Source: an optimization exercise on an open RTL-to-GDS flow (aim: small area and a short achievable clock period). Production flows keep margins and buffers that such runs may drop.
Power and IR drop assume default switching activity.

== v6 ==
## frame_rx
module frame_rx #(
    parameter MAX_FRAME_LEN = 256
) (
    input  wire        clk,
    input  wire        rst,
    input  wire        start,
    input  wire [1:0]  cfg_fmt,       
    input  wire        cfg_srv,       
    input  wire [15:0] cfg_tmo,       
    input  wire [15:0] cfg_fixlen,    
    input  wire        rx_valid,
    input  wire [7:0]  rx_data,
    output wire        rx_ready,
    input  wire        tick,
    input  wire        fault,
    output wire        awaiting_body,
    output wire        res_valid,
    output wire [3:0]  res_code,
    output wire [3:0]  res_cause,
    output wire [7:0]  res_rxst,
    output wire [15:0] rx_count,
    output wire [15:0] rx_lenfield,
    output wire [15:0] target,
    output wire [15:0] idle_count,
    output wire [15:0] field_rcv,
    output wire [15:0] field_calc,
    output wire [1:0]  dcode,
    output wire [7:0]  handler,
    output wire [7:0]  resp_op,
    output wire [7:0]  req_op,
    output wire        disp_ok,
    output wire [7:0]  disp_handler
);
==> flow/config.mk <==
export PLATFORM = sky130hd
export DESIGN_NAME = frame_rx
export DESIGN_NICKNAME = frame_rx
export VERILOG_FILES = /design/flow/design.v
export SDC_FILE = /design/flow/constraint.sdc
export NUM_CORES = 4
export LEC_CHECK = 0
export CAP_MARGIN = 20
export CORE_MARGIN = 2
export CORE_UTILIZATION = 40
export SETUP_SLACK_MARGIN = 3.0
export SLEW_MARGIN = 20
==> flow/constraint.sdc <==
create_clock -name core_clock -period 6.0 [get_ports {clk}]
set_input_delay 1.2000 -clock core_clock [delete_from_list [all_inputs] [get_ports {clk}]]
set_output_delay 1.2000 -clock core_clock [all_outputs]
set_load 0.01 [all_outputs]
standard.sh (not shown) runs the stock make flow with config.mk's settings and CLKGATE_MAP_FILE= SYNTH_SCRIPT=/design/flow/synth_recipe.tcl, a recipe that flattens the netlist after the stock synthesis.
==> flow/flow/run.sh <==
#!/bin/bash
# Standard layout, with the port buffers made of plain buf cells instead of
# the delay buffers buffer_ports picks by default. Every port still gets one.
set -euo pipefail
export BUFFER_PORTS_ARGS="-buffer_cell sky130_fd_sc_hd__buf_2"
bash standard.sh > flow_make.log 2>&1
v6: all stages complete, timing, DRC and antenna checks passed
## Diff of input files: v35 against v6
--- a/flow/design.v
+++ b/flow/design.v
@@ -148,44 +148,44 @@
     assign field_rcv     = frcv & {16{done}};
     assign field_calc    = acc & {16{done}};
     assign dcode         = dc;
     assign handler       = {4'd0, hnd & {4{dc[0]}}};
     assign resp_op       = rsp & {8{dc[0]}};
     assign req_op        = b0 & {8{dnz}};
     assign disp_ok       = dok;
     assign disp_handler  = {4'd0, hnd & {4{dok}}};
     wire [7:0] b = rx_data;
     wire [15:0] t_acc, t_b;
     crc16_tab u_ta (.x(acc[15:8]), .t(t_acc));
     crc16_tab u_tb (.x(b & {8{~(pos[3] | pos[4])}}), .t(t_b));
-    wire [15:0] crc_next = pos[0] ? (16'hFF00 ^ 16'h1EF0 ^ t_b) : ({acc[7:0], 8'h00} ^ t_acc ^ t_b);
+    wire [15:0] crc_next = {acc[7:0], 8'h00} ^ t_acc ^ t_b;
     wire [7:0] crc_want;
     wire       crc_ok;
     crc16_last u_last (.c(acc), .r(frcv), .d_want(crc_want), .c_ok(crc_ok));
     wire [7:0] want  = fzb ? ~acc[7:0] : crc_want;
     wire       valid = (b == want) & (fzb | crc_ok);
     wire [7:0] status = pos[5] ? b : b5;
     wire       st_ok  = fzb | (status == 8'h00);
     wire [7:0] b1        = lf[15:8];
     wire       b1_zero   = ~(|b1);
     wire       b1_one    = (b1 == 8'd1);
     wire       std_ok    = (b1_zero & (b >= 8'd6)) | (b1_one & ~(|b));
     wire       zb_ok     = b1_zero & (|b) & (b <= 8'd252);
     wire       len_bad   = fzb ? ~zb_ok : ~std_ok;
     wire [8:0] std_tgt   = {b1[0], b} & {9{std_ok}};
     wire [8:0] zb_tgt    = ({1'b0, b} + 9'd4) & {9{zb_ok}};
     wire [8:0] len_tgt   = fzb ? zb_tgt : std_tgt;
     wire [3:0] b_hnd;
     wire [7:0] b_rsp;
-    dispatch_rom u_rom (.opcode(b0), .handler(b_hnd), .resp_op(b_rsp));
+    dispatch_rom u_rom (.opcode(b), .handler(b_hnd), .resp_op(b_rsp));
     wire       in_range;
     dispatch_len u_len (.handler(hnd), .n(tgt), .in_range(in_range));
     wire [15:0] idle1  = idle + 16'd1;
     wire [15:0] inc2_flip;
     assign inc2_flip[0] = 1'b0;
     assign inc2_flip[1] = 1'b1;
     genvar gi;
     generate
         for (gi = 2; gi < 16; gi = gi + 1) begin : g_flip
             assign inc2_flip[gi] = &idle[gi-1:1];
         end
     endgenerate
@@ -208,45 +208,46 @@
         end else if (!fault) begin
             if (rx_valid) begin
                 pos     <= {pos[4:0], 1'b0};
                 tmo_hit <= (tmo == 16'd1);
                 lastb   <= (cnt + 9'd2 == tgt) & ~pos[2];
             end else if (tick) begin
                 tmo_hit <= idle2_hit;
             end
         end
     end
     always @(posedge clk) begin
         if (active && !fault && rx_valid) begin
-            if (pos[0]) b0 <= b;
-            if (pos[1]) begin
-                lf[15:8] <= b;
+            if (pos[0]) begin
+                b0  <= b;
                 hnd <= b_hnd;
                 rsp <= b_rsp;
             end
+            if (pos[1]) lf[15:8] <= b;
             if (pos[2]) lf[7:0]  <= b;
             if (pos[3]) frcv[15:8] <= b;
             if (pos[4]) frcv[7:0]  <= b;
             if (pos[5]) b5 <= b;
             if (lastb && fzb) frcv <= {8'h00, b};
         end
     end
     always @(posedge clk) begin
-        if (active && !fault && rx_valid) begin
+        if (!active) begin
+            if (start && !cmd_op && !cmd_len)
+                acc <= (cfg_fmt == 2'd1) ? 16'h0000 : 16'hFFFF;
+        end else if (!fault && rx_valid) begin
             if (!fzb)
                 acc <= crc_next;
             else if (lastb)
                 acc <= {8'h00, ~acc[7:0]};
-            else if (pos[3])
-                acc <= {8'h00, b};
             else if (ge3)
                 acc[7:0] <= acc[7:0] + b;
         end
     end
     always @(posedge clk) begin
         if (rst) begin
             active <= 1'b0;
             done   <= 1'b0;
             ge3    <= 1'b0;
             rv     <= 1'b0;
             rc     <= CODE_NONE;
             rcz    <= 2'd0;
## What came out
- v35 vs. v6: count of buffering cells on the critical path with inverters included has increased, worst max-slew margin expressed relative to the limit has increased, critical-path maximum fanout has decreased.
- Compared with v6, in v35 area fraction in compound gates after synthesis shrank by 1.1 points; post-DP HPWL shrank by about 6%; power dissipated in the clock network held steady; layout cell share with drive strength beyond 1 grew by 2.3 points; initial core utilization held steady.
- In the reports for v6 and v35, the smaller minimum clock period after layout belongs to v6.
- v35 against v6: final critical-path share of the clock period shows an increase of 2.5 points; horizontal die dimension lost about 1.4%; switching power share of the total shows a reduction of 0.93 points; post-layout instance area now sits lower.
No functional check of the RTL was part of any run of this note.

[what the ideal ports hide]
The results above use ideal ports. As a check the final layouts listed here were re-extracted and re-timed, cells and wires unchanged. Step 1 (the two cells are an assumption about what drives the block):
set clk [get_ports {clk}]
set_driving_cell -lib_cell sky130_fd_sc_hd__clkbuf_16 $clk
set_driving_cell -lib_cell sky130_fd_sc_hd__buf_2 [delete_from_list [all_inputs] $clk]
Step 2 moves the port delays by t, midway between the first and last clock arrival at a register: inputs arrive t later, outputs are due t later. That takes back most of the time a late clock gives input paths. Three values: ideal, step 1, step 2; two values: the first two.
| run | t, ns | setup slack, ns | hold slack, ns | latest minus earliest clock arrival (ns) | worst data-port slew with drivers (ns) |
|---|---|---|---|---|---|
| v6 | 0.481 | 3.063 / 3.051 / 2.570 | 0.466 / 0.466 / 0.466 | 0.013 / 0.014 | 0.09 |
| v35 | 0.478 | 2.911 / 2.919 / 2.441 | 0.468 / 0.468 / 0.468 | 0.023 / 0.023 | 0.09 |
After both steps setup and hold are still met in every run listed. For v6, which loses most, drivers alone change the setup slack by -0.012 ns; drivers and shift together by -0.493 ns.
